From an optimization exercise on the open Yosys and OpenROAD flow, aimed at small area, a short achievable clock period and few clock cycles; shortcuts taken in it are not production practice. Function was checked by simulation only, so behaviour that the tests miss may differ from the original. Power and IR drop assume default switching activity.

==> flow/design.v <==
module frisc_core (
    input  wire        clk,
    input  wire        rst,         
    output wire        mem_req,
    output wire        mem_we,
    output wire [31:0] mem_addr,    
    output wire [3:0]  mem_be,
    output wire [31:0] mem_wdata,
    input  wire        mem_ack,
    input  wire [31:0] mem_rdata,
    input  wire [2:0]  irq,         
    input  wire        nmi,         
    output wire        nmi_ack,
    output wire        halted,
    output wire        faulted
);
    localparam [2:0] S_RUN   = 3'd0,    
                     S_MEM   = 3'd1,    
                     S_IPUSH = 3'd2,    
                     S_IVEC  = 3'd3,    
                     S_FIX   = 3'd4,    
                     S_HALT  = 3'd5,
                     S_FAULT = 3'd6;
    localparam [2:0] K_LOAD = 3'd0, K_STORE = 3'd1, K_PUSH = 3'd2, K_POP = 3'd3,
                     K_CALL = 3'd4, K_RET = 3'd5;
    reg [2:0]  state;
    reg [31:2] pc;
    reg [31:0] regs [0:7];
    reg        fl_c, fl_v, fl_n, fl_z;
    reg        gie;
    reg [2:0]  eint;
    reg        iif;
    reg        poll_en;             
    reg        pend;                
    reg        int_nmi;             
    reg        nmi_ack_q;
    reg [31:0] addr_q;              
    reg [2:0]  kind_q;
    reg [1:0]  size_q;              
    reg [2:0]  rd_q;
    wire [7:0] sr_low = {eint, gie, fl_z, fl_n, fl_v, fl_c};
    wire [31:0] w     = mem_rdata;
    wire [4:0]  op    = w[31:27];
    wire        fn    = w[26];
    wire [2:0]  f_rd  = w[25:23];
    wire [2:0]  f_rs1 = w[22:20];
    wire [2:0]  f_rs2 = w[19:17];
    wire [3:0]  cond  = w[25:22];
    wire        srd   = w[21];
    wire        srs   = w[20];
    wire [31:0] imm   = {{12{w[19]}}, w[19:0]};
    wire is_move  = (op == 5'b00000);
    wire is_alu   = (op >= 5'b00001) && (op <= 5'b01101);
    wire is_cmp   = (op == 5'b01101);
    wire is_logic = (op == 5'b00001) || (op == 5'b00010) || (op == 5'b00011);
    wire is_arith = (op[4:2] == 3'b001) || is_cmp;
    wire is_sub   = (op == 5'b00110) || (op == 5'b00111) || is_cmp;
    wire is_shift = (op[4:3] == 2'b01) && !is_cmp && (op[2:1] != 2'b11);
    wire is_pop   = (op == 5'b10000);
    wire is_push  = (op == 5'b10001);
    wire is_ls    = (op[4:3] == 2'b10) && (op[2:1] != 2'b00);
    wire is_jp    = (op == 5'b11000);
    wire is_call  = (op == 5'b11001);
    wire is_jr    = (op == 5'b11010);
    wire is_ret   = (op == 5'b11011);
    wire is_halt  = (op == 5'b11111);
    wire is_ctl   = is_jp || is_call || is_jr || is_ret || is_halt;
    wire op_undef = (op == 5'b01110) || (op == 5'b01111) || (op == 5'b11100) ||
                    (op == 5'b11101) || (op == 5'b11110);
    wire illegal  = op_undef || (is_ctl && cond == 4'b1111);
    reg cond_ok;
    always @(*) begin
        case (cond)
            4'd0:    cond_ok = 1'b1;
            4'd1:    cond_ok = fl_n;
            4'd2:    cond_ok = !fl_n;
            4'd3:    cond_ok = fl_c;
            4'd4:    cond_ok = !fl_c;
            4'd5:    cond_ok = fl_v;
            4'd6:    cond_ok = !fl_v;
            4'd7:    cond_ok = fl_z;
            4'd8:    cond_ok = !fl_z;
            4'd9:    cond_ok = fl_c || fl_z;
            4'd10:   cond_ok = !fl_c && !fl_z;
            4'd11:   cond_ok = fl_n ^ fl_v;
            4'd12:   cond_ok = (fl_n ^ fl_v) || fl_z;
            4'd13:   cond_ok = (fl_n == fl_v);
            4'd14:   cond_ok = (fl_n == fl_v) && !fl_z;
            default: cond_ok = 1'b0;
        endcase
    end
    wire        run     = (state == S_RUN);
    wire [2:0]  sel_b   = run ? f_rs2 : rd_q;
    wire [31:0] rf_a    = regs[f_rs1];
    wire [31:0] rf_b    = regs[sel_b];
    wire [31:2] pc4     = pc + 30'd1;
    wire        a_zero  = (is_ls && !fn) || is_call;
    wire [31:0] op_a    = is_jr ? {pc4, 2'b00} : (a_zero ? 32'd0 : rf_a);
    wire [31:0] op_b    = ((fn && !(is_move && srd)) || is_jr || is_ls) ? imm : rf_b;
    wire        cin     = (op == 5'b00101) ? fl_c :
                          (op == 5'b00111) ? !fl_c :
                          (is_sub);
    wire [31:0] b_add   = is_sub ? ~op_b : op_b;
    wire [32:0] sum     = {1'b0, op_a} + {1'b0, b_add} + {32'd0, cin};
    wire        add_c   = is_sub ? !sum[32] : sum[32];
    wire        add_v   = (op_a[31] == b_add[31]) && (sum[31] != op_a[31]);
    wire [4:0]  amt     = op_b[4:0];
    wire        sh_left = (op == 5'b01000) || (op == 5'b01010);    
    wire        sh_rot  = (op == 5'b01000) || (op == 5'b01001);
    wire [4:0]  ramt    = sh_left ? (5'd0 - amt) : amt;
    wire [31:0] rot1    = ramt[0] ? {op_a[0],    op_a[31:1]}  : op_a;
    wire [31:0] rot2    = ramt[1] ? {rot1[1:0],  rot1[31:2]}  : rot1;
    wire [31:0] rot3    = ramt[2] ? {rot2[3:0],  rot2[31:4]}  : rot2;
    wire [31:0] rot4    = ramt[3] ? {rot3[7:0],  rot3[31:8]}  : rot3;
    wire [31:0] rot     = ramt[4] ? {rot4[15:0], rot4[31:16]} : rot4;
    wire [31:0] mask    = sh_left ? (32'hFFFF_FFFF << amt) : (32'hFFFF_FFFF >> amt);
    wire        fill    = (op == 5'b01100) && op_a[31];            
    wire [31:0] sh_r    = sh_rot ? rot : ((rot & mask) | ({32{fill}} & ~mask));
    wire        sh_c    = (amt != 5'd0) && (sh_left ? rot[0] : rot[31]);
    reg  [31:0] res;
    always @(*) begin
        case (1'b1)
            is_move:  res = srs ? {24'd0, sr_low} : op_b;
            is_shift: res = sh_r;
            is_arith: res = sum[31:0];
            default:  case (op[1:0])
                          2'b01:   res = op_a | op_b;
                          2'b10:   res = op_a & op_b;
                          default: res = op_a ^ op_b;
                      endcase
        endcase
    end
    wire        res_z   = (res == 32'd0);
    reg [31:0] load_val;
    always @(*) begin
        case (size_q)
            2'd0:    load_val = {24'd0, mem_rdata[8*addr_q[1:0] +: 8]};
            2'd1:    load_val = {16'd0, mem_rdata[16*addr_q[1] +: 16]};
            default: load_val = mem_rdata;
        endcase
    end
    reg [3:0]  be_d;
    reg [31:0] sdata;
    always @(*) begin
        case (size_q)
            2'd0: begin
                be_d  = 4'b0001 << addr_q[1:0];
                sdata = {4{rf_b[7:0]}};
            end
            2'd1: begin
                be_d  = addr_q[1] ? 4'b1100 : 4'b0011;
                sdata = {2{rf_b[15:0]}};
            end
            default: begin
                be_d  = 4'b1111;
                sdata = rf_b;
            end
        endcase
    end
    wire mem_phase = (state == S_MEM);
    wire use_sp    = (kind_q == K_PUSH) || (kind_q == K_POP) ||
                     (kind_q == K_CALL) || (kind_q == K_RET);
    wire push_pc   = (state == S_IPUSH) || (kind_q == K_CALL);
    wire data_we   = (kind_q == K_STORE) || (kind_q == K_PUSH) || (kind_q == K_CALL);
    assign mem_req   = run || mem_phase || (state == S_IPUSH) || (state == S_IVEC);
    assign mem_we    = (mem_phase && data_we) || (state == S_IPUSH);
    assign mem_addr  = run                                   ? {pc, 2'b00} :
                       (state == S_IVEC)                     ? 32'h0000_0008 :
                       ((state == S_IPUSH) || use_sp)        ? {regs[7][31:2], 2'b00} :
                                                               {addr_q[31:2], 2'b00};
    assign mem_be    = (mem_phase && kind_q == K_STORE) ? be_d : 4'b1111;
    assign mem_wdata = push_pc ? {pc, 2'b00} : (mem_phase ? sdata : 32'd0);
    assign nmi_ack   = nmi_ack_q;
    assign halted    = (state == S_HALT);
    assign faulted   = (state == S_FAULT);
    wire want_nmi = iif && nmi;
    wire want_irq = iif && gie && ((irq & eint) != 3'd0);
    wire take     = run && poll_en && (want_nmi || want_irq);
    wire exec     = run && mem_ack && !take && !pend;
    wire        sp_dec = take || (exec && (is_push || (is_call && cond_ok)));
    wire [31:2] sp_pm  = regs[7][31:2] + (sp_dec ? 30'h3FFF_FFFF : 30'd1);
    reg        we_main;
    reg [2:0]  wsel;
    reg [31:0] wd;
    reg        sp_we;
    always @(*) begin
        we_main = 1'b0;
        wsel    = f_rd;
        wd      = res;
        sp_we   = 1'b0;
        if (take) begin
            sp_we = 1'b1;
        end else if (exec && !illegal) begin
            if ((is_move && !srd) || (is_alu && !is_cmp))
                we_main = 1'b1;
            if (is_push || (is_call && cond_ok))
                sp_we = 1'b1;
        end else if (mem_phase && mem_ack) begin
            wsel = rd_q;
            wd   = load_val;
            if (kind_q == K_LOAD || kind_q == K_POP)
                we_main = 1'b1;
            if (kind_q == K_RET || (kind_q == K_POP && rd_q != 3'd7))
                sp_we = 1'b1;
        end else if (state == S_FIX) begin
            sp_we = 1'b1;
        end
    end
    wire [31:0] wd_r = rst ? 32'd0 : wd;
    integer i;
    always @(posedge clk) begin
        for (i = 0; i < 7; i = i + 1)
            if (rst || (we_main && wsel == i))
                regs[i] <= wd_r;
        if (rst)
            regs[7] <= 32'd0;
        else if (sp_we)
            regs[7] <= {sp_pm, regs[7][1:0]};
        else if (we_main && wsel == 3'd7)
            regs[7] <= wd;
    end
    always @(posedge clk) begin
        if (rst) begin
            state     <= S_RUN;
            pc        <= 30'd0;
            fl_c      <= 1'b0;
            fl_v      <= 1'b0;
            fl_n      <= 1'b0;
            fl_z      <= 1'b0;
            gie       <= 1'b0;
            eint      <= 3'd0;
            iif       <= 1'b1;
            poll_en   <= 1'b0;
            pend      <= 1'b0;
            int_nmi   <= 1'b0;
            nmi_ack_q <= 1'b0;
            addr_q    <= 32'd0;
            kind_q    <= K_LOAD;
            size_q    <= 2'd2;
            rd_q      <= 3'd0;
        end else begin
            nmi_ack_q <= 1'b0;
            case (state)
                S_RUN: begin
                    poll_en <= 1'b0;                
                    if (take) begin
                        poll_en   <= 1'b0;
                        int_nmi   <= want_nmi;
                        nmi_ack_q <= want_nmi;
                        if (want_nmi) iif <= 1'b0;
                        else          gie <= 1'b0;
                        if (mem_ack) state <= S_IPUSH;
                        else         pend  <= 1'b1;
                    end else if (mem_ack && pend) begin
                        pend  <= 1'b0;
                        state <= S_IPUSH;
                    end else if (mem_ack) begin
                        poll_en <= 1'b1;
                        pc      <= pc4;
                        rd_q    <= f_rd;
                        addr_q  <= sum[31:0];
                        if (illegal) begin
                            state <= S_FAULT;
                        end else if (is_move) begin
                            if (srd) begin
                                if (!srs) {eint, gie, fl_z, fl_n, fl_v, fl_c} <= op_b[7:0];
                            end else begin
                                fl_n <= res[31];
                                fl_z <= res_z;
                            end
                        end else if (is_alu) begin
                            fl_n <= res[31];
                            fl_z <= res_z;
                            fl_c <= is_arith ? add_c : is_shift ? sh_c : 1'b0;
                            fl_v <= is_arith ? add_v : 1'b0;
                        end else if (is_ls || is_push || is_pop) begin
                            state  <= S_MEM;
                            kind_q <= is_push ? K_PUSH : is_pop ? K_POP :
                                      op[0] ? K_STORE : K_LOAD;
                            size_q <= (is_push || is_pop) ? 2'd2 : op[2:1] - 2'd1;
                        end else if (is_jp || is_jr) begin
                            if (cond_ok)
                                pc <= is_jr ? sum[31:2] : op_b[31:2];
                        end else if (is_call) begin
                            if (cond_ok) begin
                                state  <= S_MEM;
                                kind_q <= K_CALL;
                            end
                        end else if (is_ret) begin
                            if (cond_ok) begin
                                state  <= S_MEM;
                                kind_q <= K_RET;
                                size_q <= w[1:0];
                            end
                        end else if (is_halt) begin
                            if (cond_ok) state <= S_HALT;
                        end
                    end
                end
                S_MEM: begin
                    if (mem_ack) begin
                        state <= (kind_q == K_POP && rd_q == 3'd7) ? S_FIX : S_RUN;
                        if (kind_q == K_CALL)
                            pc <= addr_q[31:2];
                        if (kind_q == K_RET) begin
                            pc <= mem_rdata[31:2];
                            if (size_q == 2'b01) gie <= 1'b1;
                            if (size_q == 2'b11) iif <= 1'b1;
                        end
                    end
                end
                S_FIX: state <= S_RUN;
                S_IPUSH: begin
                    if (mem_ack) begin
                        if (int_nmi) begin
                            pc    <= 30'h3;           
                            state <= S_RUN;
                        end else begin
                            state <= S_IVEC;
                        end
                    end
                end
                S_IVEC: begin
                    if (mem_ack) begin
                        pc    <= mem_rdata[31:2];
                        state <= S_RUN;
                    end
                end
                S_HALT:  ;
                S_FAULT: ;
                default: state <= S_FAULT;
            endcase
        end
    end
endmodule
Settings: LEC_CHECK=0, CAP_MARGIN=20, CORE_MARGIN=2, CORE_UTILIZATION=30, SETUP_SLACK_MARGIN=1.5, SLEW_MARGIN=20; clock period 8.0 ns.
run.sh (not shown) runs the stock make flow with config.mk's settings and CLKGATE_MAP_FILE= SYNTH_SCRIPT=/design/flow/synth_recipe.tcl, a recipe that flattens the netlist after the stock synthesis.
Testbench counts at the start, summed over its fixed seeds: cycles 35,966.
Change:
--- a/flow/design.v
+++ b/flow/design.v
@@ -36,10 +36,11 @@
     reg        nmi_ack_q;
     reg [31:0] addr_q;              
     reg [2:0]  kind_q;
     reg [1:0]  size_q;              
     reg [2:0]  rd_q;
+    reg [7:0]  rd_oh;               
     wire [7:0] sr_low = {eint, gie, fl_z, fl_n, fl_v, fl_c};
     wire [31:0] w     = mem_rdata;
     wire [4:0]  op    = w[31:27];
     wire        fn    = w[26];
     wire [2:0]  f_rd  = w[25:23];
@@ -88,13 +89,22 @@
             4'd14:   cond_ok = (fl_n == fl_v) && !fl_z;
             default: cond_ok = 1'b0;
         endcase
     end
     wire        run     = (state == S_RUN);
-    wire [2:0]  sel_b   = run ? f_rs2 : rd_q;
+    function [31:0] rsel(input [7:0] oh, input [255:0] r);
+        integer k;
+        begin
+            rsel = 32'd0;
+            for (k = 0; k < 8; k = k + 1)
+                rsel = rsel | (r[32*k +: 32] & {32{oh[k]}});
+        end
+    endfunction
+    wire [255:0] rf_all = {regs[7], regs[6], regs[5], regs[4], regs[3], regs[2], regs[1], regs[0]};
     wire [31:0] rf_a    = regs[f_rs1];
-    wire [31:0] rf_b    = regs[sel_b];
+    wire [31:0] rf_b    = regs[f_rs2];
+    wire [31:0] rf_d    = rsel(rd_oh, rf_all);      
     wire [31:2] pc4     = pc + 30'd1;
     wire        a_zero  = (is_ls && !fn) || is_call;
     wire [31:0] op_a    = is_jr ? {pc4, 2'b00} : (a_zero ? 32'd0 : rf_a);
     wire [31:0] op_b    = ((fn && !(is_move && srd)) || is_jr || is_ls) ? imm : rf_b;
     wire        cin     = (op == 5'b00101) ? fl_c :
@@ -143,19 +153,19 @@
     reg [31:0] sdata;
     always @(*) begin
         case (size_q)
             2'd0: begin
                 be_d  = 4'b0001 << addr_q[1:0];
-                sdata = {4{rf_b[7:0]}};
+                sdata = {4{rf_d[7:0]}};
             end
             2'd1: begin
                 be_d  = addr_q[1] ? 4'b1100 : 4'b0011;
-                sdata = {2{rf_b[15:0]}};
+                sdata = {2{rf_d[15:0]}};
             end
             default: begin
                 be_d  = 4'b1111;
-                sdata = rf_b;
+                sdata = rf_d;
             end
         endcase
     end
     wire mem_phase = (state == S_MEM);
     wire use_sp    = (kind_q == K_PUSH) || (kind_q == K_POP) ||
@@ -167,11 +177,11 @@
     assign mem_addr  = run                                   ? {pc, 2'b00} :
                        (state == S_IVEC)                     ? 32'h0000_0008 :
                        ((state == S_IPUSH) || use_sp)        ? {regs[7][31:2], 2'b00} :
                                                                {addr_q[31:2], 2'b00};
     assign mem_be    = (mem_phase && kind_q == K_STORE) ? be_d : 4'b1111;
-    assign mem_wdata = push_pc ? {pc, 2'b00} : (mem_phase ? sdata : 32'd0);
+    assign mem_wdata = push_pc ? {pc, 2'b00} : sdata;
     assign nmi_ack   = nmi_ack_q;
     assign halted    = (state == S_HALT);
     assign faulted   = (state == S_FAULT);
     wire want_nmi = iif && nmi;
     wire want_irq = iif && gie && ((irq & eint) != 3'd0);
@@ -236,10 +246,11 @@
             nmi_ack_q <= 1'b0;
             addr_q    <= 32'd0;
             kind_q    <= K_LOAD;
             size_q    <= 2'd2;
             rd_q      <= 3'd0;
+            rd_oh     <= 8'd1;
         end else begin
             nmi_ack_q <= 1'b0;
             case (state)
                 S_RUN: begin
                     poll_en <= 1'b0;                
@@ -256,10 +267,11 @@
                         state <= S_IPUSH;
                     end else if (mem_ack) begin
                         poll_en <= 1'b1;
                         pc      <= pc4;
                         rd_q    <= f_rd;
+                        rd_oh   <= 8'd1 << f_rd;
                         addr_q  <= sum[31:0];
                         if (illegal) begin
                             state <= S_FAULT;
                         end else if (is_move) begin
                             if (srd) begin
Effect:
- final area decreases by 2.3%
- routed wire length fell by 5.5%
- worst setup slack gains 0.16 ns
- hold slack stays flat
- power goes down by 17%
- final cell count increases by 0.38%
- register-to-register slack improves by 0.23 ns
Testbench counts after the change, summed over its fixed seeds: cycles 35,966.

[static timing again, ports no longer ideal]
The flow's constraints put no driver on any port. The routed layouts listed below were extracted and timed again, unchanged, in two steps.
Step 1 (the two cells are an assumption about what drives the block):
set clk [get_ports {clk}]
set_driving_cell -lib_cell sky130_fd_sc_hd__clkbuf_16 $clk
set_driving_cell -lib_cell sky130_fd_sc_hd__buf_2 [delete_from_list [all_inputs] $clk]
Step 2, shift: input delay + t, output delay - t, t = (earliest + latest rising clock arrival at the registers) / 2. This alone moves slack from input paths to output paths.
a / b / c = ideal / step 1 / step 2; a / b = the first two.
run | t (ns) | setup WS [ns] | slew at the worst register clock pin (ns)
the first run | 0.687 | 1.302 / 1.350 / 0.663 | 0.07 / 0.07
the second run | 0.643 | 1.463 / 1.406 / 0.763 | 0.07 / 0.07
After both steps every run listed still meets setup and hold. The setup slack of the second run, which loses most, moves by -0.057 ns with the drivers and by -0.700 ns with both steps.
